Context: an optimization exercise on an open-source flow, tuned for a short achievable clock period and few clock cycles. The choices shown serve that exercise and are no tape-out recipe. The RTL was checked by simulation tests, not by an equivalence proof against the original design. Power and IR drop assume default switching activity.

File: flow/config.mk
export PLATFORM = sky130hd
export DESIGN_NAME = stepper_sequencer
export DESIGN_NICKNAME = stepper_sequencer
export VERILOG_FILES = /design/flow/design.v
export SDC_FILE = /design/flow/constraint.sdc
export NUM_CORES = 4
export LEC_CHECK = 0
export CAP_MARGIN = 20
export CORE_MARGIN = 2
export CORE_UTILIZATION = 40
export SLEW_MARGIN = 20
File: flow/constraint.sdc
create_clock -name core_clock -period 20.0 [get_ports {clk}]
set_input_delay 4.0000 -clock core_clock [delete_from_list [all_inputs] [get_ports {clk}]]
set_output_delay 4.0000 -clock core_clock [all_outputs]
set_load 0.01 [all_outputs]
File: flow/design.v
module stepper_sequencer (
    input  wire        clk,
    input  wire        rst,           
    input  wire        cmd_valid,
    output wire        cmd_ready,
    input  wire [47:0] cmd,
    output wire        rsp_valid,
    output reg  [39:0] rsp,
    output reg         ser_latch,
    output reg         ser_data,
    output reg         ser_clk,
    output wire [7:0]  duty_a1,
    output wire [7:0]  duty_b1,
    output wire [7:0]  duty_a2,
    output wire [7:0]  duty_b2,
    output wire        delay_req,
    output wire [31:0] delay_ms,
    input  wire        delay_ack
);
    localparam [3:0] OP_NEW      = 4'd1;
    localparam [3:0] OP_SETSPEED = 4'd2;
    localparam [3:0] OP_ONESTEP  = 4'd3;
    localparam [3:0] OP_STEP     = 4'd4;
    localparam [3:0] OP_RELEASE  = 4'd5;
    localparam [3:0] OP_LATCHW   = 4'd6;
    localparam [2:0] ST_SINGLE     = 3'd1;
    localparam [2:0] ST_DOUBLE     = 3'd2;
    localparam [2:0] ST_INTERLEAVE = 3'd3;
    localparam [2:0] ST_MICROSTEP  = 3'd4;
    localparam [2:0] DIR_FWD = 3'd1;
    localparam [2:0] DIR_BWD = 3'd2;
    localparam [1:0] S_CONFIG = 2'd1;
    localparam [1:0] S_ARITH  = 2'd2;
    localparam [2:0] C_BAD_ENCODING    = 3'd1;
    localparam [2:0] C_BAD_PORT        = 3'd2;
    localparam [2:0] C_NOT_CONSTRUCTED = 3'd3;
    localparam [2:0] C_BAD_DIRECTION   = 3'd4;
    localparam [2:0] C_BAD_STYLE       = 3'd5;
    localparam [2:0] C_DIV_BY_ZERO     = 3'd1;
    localparam [25:0] SIXTY_MILLION = 26'd60000000;
    localparam [4:0] F_IDLE      = 5'd0;
    localparam [4:0] F_DECODE    = 5'd1;
    localparam [4:0] F_MUL       = 5'd2;
    localparam [4:0] F_DIV       = 5'd3;
    localparam [4:0] F_DIV_START = 5'd4;
    localparam [4:0] F_STEP_INIT = 5'd5;
    localparam [4:0] F_STEP_LOOP = 5'd6;
    localparam [4:0] F_CORE      = 5'd7;
    localparam [4:0] F_TX        = 5'd8;
    localparam [4:0] F_PWM_A     = 5'd9;
    localparam [4:0] F_PWM_B     = 5'd10;
    localparam [4:0] F_PACE      = 5'd11;
    localparam [4:0] F_PACE_X    = 5'd12;
    localparam [4:0] F_RESP      = 5'd13;
    reg [4:0]  state;
    reg [47:0] cmd_r;
    reg [7:0]  latch_word;
    reg        ctx_valid [1:2];
    reg [31:0] ctx_spr   [1:2];
    reg [5:0]  ctx_pos   [1:2];
    reg [25:0] ctx_usps  [1:2];
    reg [10:0] ctx_rem   [1:2];
    reg [7:0]  ctx_ocra  [1:2];
    reg [7:0]  ctx_ocrb  [1:2];
    reg [4:0]  tx_cnt;          
    reg        after_tx_pwm;    
    reg        in_step;         
    reg [7:0]  new_ocra;
    reg [7:0]  new_ocrb;
    reg [35:0] step_n;          
    reg [25:0] step_us;         
    reg [63:0] prod;            
    reg [25:0] div_rem;
    reg [25:0] div_quo;
    reg [4:0]  div_bit;
    reg [10:0] pace_rem;        
    wire [3:0]  f_op    = cmd_r[47:44];
    wire [2:0]  f_port  = cmd_r[43:41];
    wire [2:0]  f_dir   = cmd_r[40:38];
    wire [2:0]  f_style = cmd_r[37:35];
    wire [2:0]  f_rsv   = cmd_r[34:32];
    wire [31:0] f_imm   = cmd_r[31:0];
    wire        port_ok  = (f_port == 3'd1) || (f_port == 3'd2);
    wire        port_sel = (f_port == 3'd2);      
    wire [1:0]  pidx     = port_sel ? 2'd2 : 2'd1;
    wire        dir_ok   = (f_dir == DIR_FWD) || (f_dir == DIR_BWD);
    wire        style_ok = (f_style >= ST_SINGLE) && (f_style <= ST_MICROSTEP);
    reg enc_ok;
    always @(*) begin
        case (f_op)
            OP_NEW, OP_SETSPEED: enc_ok = (f_dir == 3'd0) && (f_style == 3'd0) && (f_rsv == 3'd0);
            OP_ONESTEP:          enc_ok = (f_rsv == 3'd0) && (f_imm == 32'd0);
            OP_STEP:             enc_ok = (f_rsv == 3'd0);
            OP_RELEASE:          enc_ok = (f_dir == 3'd0) && (f_style == 3'd0) && (f_rsv == 3'd0) && (f_imm == 32'd0);
            OP_LATCHW:           enc_ok = (f_port == 3'd0) && (f_dir == 3'd0) && (f_style == 3'd0) && (f_rsv == 3'd0) && (f_imm[31:16] == 16'd0);
            default:             enc_ok = 1'b0;
        endcase
    end
    reg        err;
    reg [1:0]  err_status;
    reg [2:0]  err_cause;
    always @(*) begin
        err        = 1'b1;
        err_status = S_CONFIG;
        err_cause  = 3'd0;
        if (!enc_ok)
            err_cause = C_BAD_ENCODING;
        else if (f_op == OP_LATCHW)
            err = 1'b0;
        else if (!port_ok)
            err_cause = C_BAD_PORT;
        else if (f_op != OP_NEW && !ctx_valid[pidx])
            err_cause = C_NOT_CONSTRUCTED;
        else if ((f_op == OP_ONESTEP || f_op == OP_STEP) && !dir_ok)
            err_cause = C_BAD_DIRECTION;
        else if ((f_op == OP_ONESTEP || f_op == OP_STEP) && !style_ok)
            err_cause = C_BAD_STYLE;
        else
            err = 1'b0;
    end
    function [7:0] curve;
        input [4:0] i;
        begin
            case (i)
                5'd0:  curve = 8'd0;
                5'd1:  curve = 8'd25;
                5'd2:  curve = 8'd50;
                5'd3:  curve = 8'd74;
                5'd4:  curve = 8'd98;
                5'd5:  curve = 8'd120;
                5'd6:  curve = 8'd141;
                5'd7:  curve = 8'd162;
                5'd8:  curve = 8'd180;
                5'd9:  curve = 8'd197;
                5'd10: curve = 8'd212;
                5'd11: curve = 8'd225;
                5'd12: curve = 8'd236;
                5'd13: curve = 8'd244;
                5'd14: curve = 8'd250;
                5'd15: curve = 8'd253;
                default: curve = 8'd255;
            endcase
        end
    endfunction
    function [3:0] phase8;
        input [2:0] k;
        begin
            case (k)
                3'd0: phase8 = 4'b0001;   
                3'd1: phase8 = 4'b0011;   
                3'd2: phase8 = 4'b0010;   
                3'd3: phase8 = 4'b0110;   
                3'd4: phase8 = 4'b0100;   
                3'd5: phase8 = 4'b1100;   
                3'd6: phase8 = 4'b1000;   
                default: phase8 = 4'b1001;   
            endcase
        end
    endfunction
    function [7:0] enbits;
        input       p2;
        input [3:0] s;
        begin
            if (!p2)
                enbits = {3'b000, s[3], s[2], s[0], s[1], 1'b0};         
            else
                enbits = {s[2], s[3], s[0], 4'b0000, s[1]};              
        end
    endfunction
    wire [7:0] pmask = port_sel ? 8'hE1 : 8'h1E;
    wire [5:0] cur_pos = ctx_pos[pidx];
    wire       idx_odd = cur_pos[3];
    reg [5:0] delta;
    always @(*) begin
        case (f_style)
            ST_SINGLE:     delta = idx_odd ? 6'd8  : 6'd16;
            ST_DOUBLE:     delta = idx_odd ? 6'd16 : 6'd8;
            ST_INTERLEAVE: delta = 6'd8;
            default:       delta = 6'd1;
        endcase
    end
    wire [5:0] next_pos = (f_dir == DIR_FWD) ? cur_pos + delta : cur_pos - delta;
    wire [1:0] nq   = next_pos[5:4];
    wire [3:0] noff = next_pos[3:0];
    wire [7:0] duty_lo = curve({1'b0, noff});
    wire [7:0] duty_hi = curve(5'd16 - {1'b0, noff});
    wire [7:0] next_ocra = nq[0] ? duty_lo : duty_hi;
    wire [7:0] next_ocrb = nq[0] ? duty_hi : duty_lo;
    wire [3:0] next_set = (f_style == ST_MICROSTEP) ? phase8({nq, 1'b1}) : phase8(next_pos[5:3]);
    wire [7:0] next_latch = (latch_word & ~pmask) | enbits(port_sel, next_set);
    wire [25:0] us_ms   = step_us / 26'd1000;
    wire [25:0] us_mod  = step_us % 26'd1000;
    wire [9:0]  us_frac = us_mod[9:0];
    wire tail_more = (f_style == ST_MICROSTEP) && (cur_pos != 6'd0) && (cur_pos != 6'd16);
    wire [25:0] div_shift = {div_rem[24:0], SIXTY_MILLION[div_bit]};
    wire        div_ge    = {38'd0, div_shift} >= prod;
    assign cmd_ready = (state == F_IDLE);
    assign rsp_valid = (state == F_RESP);
    assign delay_req = (state == F_PACE) || (state == F_PACE_X);
    assign delay_ms  = (state == F_PACE_X) ? 32'd1 : {6'd0, us_ms};
    assign duty_a1 = ctx_ocra[1];
    assign duty_b1 = ctx_ocrb[1];
    assign duty_a2 = ctx_ocra[2];
    assign duty_b2 = ctx_ocrb[2];
    integer i;
    always @(posedge clk) begin
        if (rst) begin
            state        <= F_IDLE;
            cmd_r        <= 48'd0;
            latch_word   <= 8'd0;
            for (i = 1; i <= 2; i = i + 1) begin
                ctx_valid[i] <= 1'b0;
                ctx_spr[i]   <= 32'd0;
                ctx_pos[i]   <= 6'd0;
                ctx_usps[i]  <= 26'd0;
                ctx_rem[i]   <= 11'd0;
                ctx_ocra[i]  <= 8'd0;
                ctx_ocrb[i]  <= 8'd0;
            end
            tx_cnt       <= 5'd0;
            after_tx_pwm <= 1'b0;
            in_step      <= 1'b0;
            new_ocra     <= 8'd0;
            new_ocrb     <= 8'd0;
            step_n       <= 36'd0;
            step_us      <= 26'd0;
            prod         <= 64'd0;
            div_rem      <= 26'd0;
            div_quo      <= 26'd0;
            div_bit      <= 5'd0;
            pace_rem     <= 11'd0;
            ser_latch    <= 1'b0;
            ser_data     <= 1'b0;
            ser_clk      <= 1'b0;
            rsp          <= 40'd0;
        end else begin
            case (state)
                F_IDLE: begin
                    if (cmd_valid) begin
                        cmd_r <= cmd;
                        state <= F_DECODE;
                    end
                end
                F_DECODE: begin
                    rsp <= 40'd0;
                    if (err) begin
                        rsp   <= {err_status, err_cause, 35'd0};
                        state <= F_RESP;
                    end else begin
                        case (f_op)
                            OP_NEW: begin
                                ctx_valid[pidx] <= 1'b1;
                                ctx_spr[pidx]   <= f_imm;
                                ctx_pos[pidx]   <= 6'd0;
                                ctx_usps[pidx]  <= 26'd0;
                                ctx_rem[pidx]   <= 11'd0;
                                state           <= F_RESP;
                            end
                            OP_SETSPEED: begin
                                state <= F_MUL;
                            end
                            OP_ONESTEP: begin
                                in_step <= 1'b0;
                                state   <= F_CORE;
                            end
                            OP_STEP: begin
                                in_step <= 1'b1;
                                state   <= F_STEP_INIT;
                            end
                            OP_RELEASE: begin
                                latch_word   <= latch_word & ~pmask;
                                new_ocra     <= 8'd0;
                                new_ocrb     <= 8'd0;
                                after_tx_pwm <= 1'b1;
                                in_step      <= 1'b0;
                                tx_cnt       <= 5'd0;
                                state        <= F_TX;
                            end
                            default: begin   
                                latch_word   <= (latch_word & ~f_imm[15:8]) | (f_imm[7:0] & f_imm[15:8]);
                                after_tx_pwm <= 1'b0;
                                in_step      <= 1'b0;
                                tx_cnt       <= 5'd0;
                                state        <= F_TX;
                            end
                        endcase
                    end
                end
                F_MUL: begin
                    prod <= ctx_spr[pidx] * f_imm;
                    state <= F_DIV_START;
                end
                F_DIV_START: begin
                    if (prod == 64'd0) begin
                        rsp   <= {S_ARITH, C_DIV_BY_ZERO, 35'd0};
                        state <= F_RESP;
                    end else begin
                        div_rem <= 26'd0;
                        div_quo <= 26'd0;
                        div_bit <= 5'd25;
                        state   <= F_DIV;
                    end
                end
                F_DIV: begin
                    if (div_ge) begin
                        div_rem <= div_shift - prod[25:0];
                        div_quo[div_bit] <= 1'b1;
                    end else begin
                        div_rem <= div_shift;
                    end
                    if (div_bit == 5'd0) begin
                        ctx_usps[pidx] <= {div_quo[25:1], div_ge};
                        ctx_rem[pidx]  <= 11'd0;
                        state          <= F_RESP;
                    end else begin
                        div_bit <= div_bit - 5'd1;
                    end
                end
                F_STEP_INIT: begin
                    case (f_style)
                        ST_INTERLEAVE: begin
                            step_us <= ctx_usps[pidx] >> 1;
                            step_n  <= {4'd0, f_imm};
                        end
                        ST_MICROSTEP: begin
                            step_us <= ctx_usps[pidx] >> 4;
                            step_n  <= {f_imm, 4'd0};
                        end
                        default: begin
                            step_us <= ctx_usps[pidx];
                            step_n  <= {4'd0, f_imm};
                        end
                    endcase
                    state <= F_STEP_LOOP;
                end
                F_STEP_LOOP: begin
                    if (step_n != 36'd0) begin
                        step_n <= step_n - 36'd1;
                        state  <= F_CORE;
                    end else if (tail_more) begin
                        state  <= F_CORE;
                    end else begin
                        state  <= F_RESP;
                    end
                end
                F_CORE: begin
                    ctx_pos[pidx] <= next_pos;
                    latch_word    <= next_latch;
                    new_ocra      <= next_ocra;
                    new_ocrb      <= next_ocrb;
                    after_tx_pwm  <= 1'b1;
                    tx_cnt        <= 5'd0;
                    if (!in_step)
                        rsp <= {34'd0, next_pos};
                    state         <= F_TX;
                end
                F_TX: begin
                    if (tx_cnt == 5'd0) begin
                        ser_latch <= 1'b0;
                    end else if (tx_cnt == 5'd1) begin
                        ser_data <= 1'b0;
                    end else if (tx_cnt == 5'd26) begin
                        ser_latch <= 1'b1;
                    end else begin
                        case ((tx_cnt - 5'd2) % 3)
                            0: ser_clk  <= 1'b0;
                            1: ser_data <= latch_word[7 - ((tx_cnt - 5'd2) / 3)];
                            default: ser_clk <= 1'b1;
                        endcase
                    end
                    if (tx_cnt == 5'd26) begin
                        if (after_tx_pwm)
                            state <= F_PWM_A;
                        else
                            state <= F_RESP;
                    end else begin
                        tx_cnt <= tx_cnt + 5'd1;
                    end
                end
                F_PWM_A: begin
                    ctx_ocra[pidx] <= new_ocra;
                    state          <= F_PWM_B;
                end
                F_PWM_B: begin
                    ctx_ocrb[pidx] <= new_ocrb;
                    if (in_step) begin
                        pace_rem <= ctx_rem[pidx] + {1'b0, us_frac};
                        state    <= F_PACE;
                    end else begin
                        state    <= F_RESP;
                    end
                end
                F_PACE: begin
                    if (delay_ack) begin
                        if (pace_rem > 11'd1000) begin
                            state <= F_PACE_X;
                        end else begin
                            ctx_rem[pidx] <= pace_rem;
                            state         <= F_STEP_LOOP;
                        end
                    end
                end
                F_PACE_X: begin
                    if (delay_ack) begin
                        ctx_rem[pidx] <= pace_rem - 11'd1000;
                        state         <= F_STEP_LOOP;
                    end
                end
                F_RESP: begin
                    state <= F_IDLE;
                end
                default: state <= F_IDLE;
            endcase
        end
    end
endmodule
File: flow/run.sh
#!/bin/bash
# synth_recipe.tcl (not shown) runs the flow's synth.tcl, then flattens the netlist and writes it again
# the make line also repeats each setting of config.mk as NAME=value (left out here)
make -C /OpenROAD-flow-scripts/flow DESIGN_CONFIG=/design/flow/config.mk WORK_HOME=/design/flow/orfs CLKGATE_MAP_FILE= SYNTH_SCRIPT=/design/flow/synth_recipe.tcl finish
==> metrics.md <==
| Metric | Value |
|---|---|
| Synth Area per Inst | `8.25 um2` |
| Post-CTS Resized | `0` |
| Crit path from | `step_us[25]$_SDFFE_PP0P_` |
| H-tree levels | `2` |
| Drt drc | `0` |
| WL met3 | `8.81 mm` |
| Post-CTS Hold Fix Bufs | `0` |
| Synth area leader | `fa_1` |
| Setup violators final | `0` |
| Root Driver | `clkbuf_16` |
| Min-delay worst type | `reg2reg` |
| Sequential area share after synthesis | `17.2%` |
| Register bit total from synthesis | `473` |
| FF-to-FF path depth | `50` |
| Asr flop ratio synth | `0%` |
| Initial Utilization | `40.3%` |
| Hold Path Origin | `prod[54]$_SDFFE_PP0P_` |
| Flop pwr share | `14.7%` |
| Share of the synthesized area in the top cell type | `29.7%` |
| IO Pins | `162` |
| Reg2reg start | `step_us[25]$_SDFFE_PP0P_` |
| WHS Endpoint | `prod[54]$_SDFFE_PP0P_` |
| Setup bufs post-CTS | `0` |
| Max frequency | `53.3 MHz` |
| Fillcell total | `15,000` |
| Synth top cells by count | `nand2_1 (1,518), inv_1 (1,063), fa_1 (899)` |
| Core area | `150,000 um2` |
| Clk network pwr share | `14.9%` |
| Switch Pwr | `3.91 mW` |
| Switching Share | `50.4%` |
| Crit-path slowest cell | `dfxtp_1` |
| CTS tree | `yes` |
| Mapped cell area | `60,500 um2` |
| Crit path launch type | `flip-flop` |
| Met1 wire length | `73.3 mm` |
| Fraction of layout cells with a size suffix above 1 | `4.80%` |
| Setup tns final | `0 ns` |
| Pwr/cell area | `119 nW/um2` |
| Pwr Total | `7.76 mW` |
| Lkg Pwr | `30.1 nW` |
| Ys flop type | `dfxtp_1` |
| Synth Instances | `7,337` |
| Cell Int Power | `3.85 mW` |
| DR iter-0 viols | `3,174` |
| CP arrival | `14.77 ns` |
| Top sig layer | `met5` |
| DR vias | `48,900` |
| Slew @ Worst Pin | `1.11 ns` |
| WL met2 | `80.6 mm` |
| Combinational share of power | `70.4%` |
| Vias in the first global route | `50,500` |
| IO buf count | `117` |
| Unrepaired setup endpoints after global routing | `no` |
| Clock Latency Late Sink | `0.68 ns` |
| Unique masters post-synth | `133` |
| Worst slew margin | `26.3%` |
| Area of the multi-input gates | `44,300 um2` |
| Slowest stage delay, CP | `0.87 ns` |
| Total Nets Final | `8,451` |
| Maximum VDD drop | `152 uV` |
| Required @ worst endpoint | `16.00 ns` |
| DP Cell Count | `9,126` |
| Hold path cells | `2` |
| Non-Filler Instances | `9,232` |
| Die area | `154,000 um2` |
| Worst R2R Setup Slack | `4.38 ns` |
| Final hold vios | `0` |
| Count leader, synth | `nand2_1` |
| Core Rows | `142` |
| Gpl congestion | `0.848` |
| Longest Clk Path Bufs | `3` |
| R2R Path End | `pace_rem[10]$_SDFFE_PP0P_` |
| Ranking of synthesized cells by area | `fa_1 (30%), dfxtp_1 (13%), nand2_1 (9.4%), ha_1 (6.9%), inv_1 (6.6%)` |
| Post-synth EDFFs | `92` |
| First-pass DRT Iterations | `6` |
| Hpwl dp | `121 mm` |
| Critical Path Fanout Max | `27` |
| CP endpoint kind | `primary output` |
| Critical path class | `reg2out` |
| Clk sink count | `473` |
| Min Tclk post-route | `18.77 ns` |
| Tot GR Track Use | `22.2%` |
| Final Max Tran Viols | `0` |
| Status | `finished clean` |
| First-pass GRT wire length | `276 mm` |
| Final worst-path cycle share | `93.9%` |
| Clock-pin slew on the worst setup and hold paths | `0.06 ns` |
| Area growth syn-to-layout | `7.97%` |
| Routed len/inst | `18.1 um` |
| Yosys warns | `1` |
| Die width | `393 um` |
| Post-Route WL | `167 mm` |
| Largest net degree at the start of global routing | `188` |
| CTS Buf Count | `56` |
| Die Y | `393 um` |
| Max cap viols | `0` |
| Post-DRT Antenna Nets | `0` |
| Total congestion overflow | `0` |
| Clk_skew | `0.0218 ns` |
| Via-per-instance ratio | `5.30` |
| Initial antenna violation count | `2` |
| Register area | `10,400 um2` |
==> worst max-delay path, delay by kind of cell (launching register included) <==
kind | cells | cell delay, ns
adder cells (fa/ha/maj) | 1 | 0.34
multiplexers | 4 | 1.66
flip-flops | 1 | 0.87
AND/OR/NAND/NOR | 10 | 2.88
AO/OA/AOI/OAI | 22 | 7.30
buffers and inverters | 2 | 0.99
==> power by group through the flow <==
stage          clock network (mW)  logic [mW]  registers [mW]
2_1_floorplan                   0        4.06            1.10
3_3_place_gp                    0        5.40            1.16
5_1_grt                      1.22        6.21            1.15
6_report                     1.16        5.46            1.14
3_5_place_dp                    0        5.45            1.16
4_1_cts                      1.18        5.50            1.14
==> registers in the layout, indices dropped and copies added (netlist names), 2 cells and up, named ones only <==
register / flops
ctx_spr: 64
prod: 64
ctx_usps: 52
cmd_r: 48
step_n: 36
step_us: 26
div_quo: 25
div_rem: 25
ctx_rem: 22
ctx_ocra: 16
ctx_ocrb: 16
ctx_pos: 12
pace_rem: 11
rsp: 11
new_ocra: 8
new_ocrb: 8
div_bit: 5
tx_cnt: 5
state: 4
ctx_valid: 2
==> through the flow <==
step           instance area [um2]  utilization [%]  setup slack (ns)  hold WS [ns]
4_1_cts                      65400             43.5              1.25         0.451
5_1_grt                      65400             43.5            0.0381         0.469
3_5_place_dp                 63200             42.1              2.03         0.443
2_1_floorplan                60700                -              5.32         0.427
3_3_place_gp                 63200             42.1              1.98         0.439
6_report                     65400             43.5              1.23         0.450
==> cell type report <==
type | instances | share of cell area [%]
Antenna cell | 1 | 0.00383
Clock buffer | 76 | 2.56
Clock inverter | 29 | 0.668
Inverter | 1066 | 6.12
Multi-Input combinational cell | 5349 | 67.8
Sequential cell | 473 | 15.9
Tap cell | 2016 | 3.86
Timing Repair Buffer | 222 | 3.02
==> cells by family (layout without fill, tap and decap cells) <==
kind of cell	count (synthesis)	after routing	share of synthesized area [%]
AND/OR/NAND/NOR	2680	2680	19.7
buffers and inverters	1558	1393	10.1
adder cells (fa/ha/maj)	1236	1236	36.7
AO/OA/AOI/OAI	1164	1164	12.8
flip-flops	473	473	17.2
XOR/XNOR	147	147	2.23
multiplexers	78	78	1.36
other	1	45	0.00620
==> metal layers <==
layer  up-vias  GRT usage (%)
li1      22900              -
met1     24500           30.0
met2      1216           37.5
met3       219           2.78
met4         2           5.50
met5         -              0
==> worst max path at each step <==
stage               slack [ns]  cells after the start          end
floorplan                 5.32                     43  delay_ms[0]
global placement          1.98                     39  delay_ms[0]
detailed placement        2.03                     39  delay_ms[0]
CTS                       1.25                     39  delay_ms[0]
global route              0.04                     39  delay_ms[0]
finish                    1.23                     39  delay_ms[0]
==> cell usage in the layout (no fill, tap or decap), types with 41 or more instances in the layout <==
master	n
mux2i_1	65
nor4_1	41
clkbuf_16	62
nor3_1	100
clkdlybuf4s50_1	116
xnor2_1	98
a22oi_1	80
nor2_1	390
fa_1	899
dfxtp_1	369
inv_1	1063
a21oi_1	410
ha_1	332
nand3_1	82
xor2_1	41
o21ai_0	176
nand2_1	1509
edfxtp_1	92
conb_1	44
buf_4	104
a21o_1	69
and2_1	315
Testbench counts, summed over its fixed seeds: cycles 258,907.

afterwards: timing with drivers on the ports:
How much do the figures lean on ideal ports? The routed layout below was timed once more, with nothing changed but the port constraints. Step 1 sets driving cells, clkbuf_16 on the clock port and buf_2 on the other inputs (assumed; they add their load-dependent delay and slew). Step 2, shift: input delay + t, output delay - t, t = (earliest + latest rising clock arrival at the registers) / 2. This alone moves slack from input paths to output paths. a / b / c = ideal / step 1 / step 2; a / b = the first two.
shift t [ns]: 0.751
setup WS [ns]: 1.229 / 1.147 / 1.898
worst setup path at the end: register to output
clock arrival spread, ns: 0.024 / 0.024
After both steps setup and hold are still met in this run. For this run, drivers alone change the setup slack by -0.082 ns; drivers and shift together by +0.669 ns.
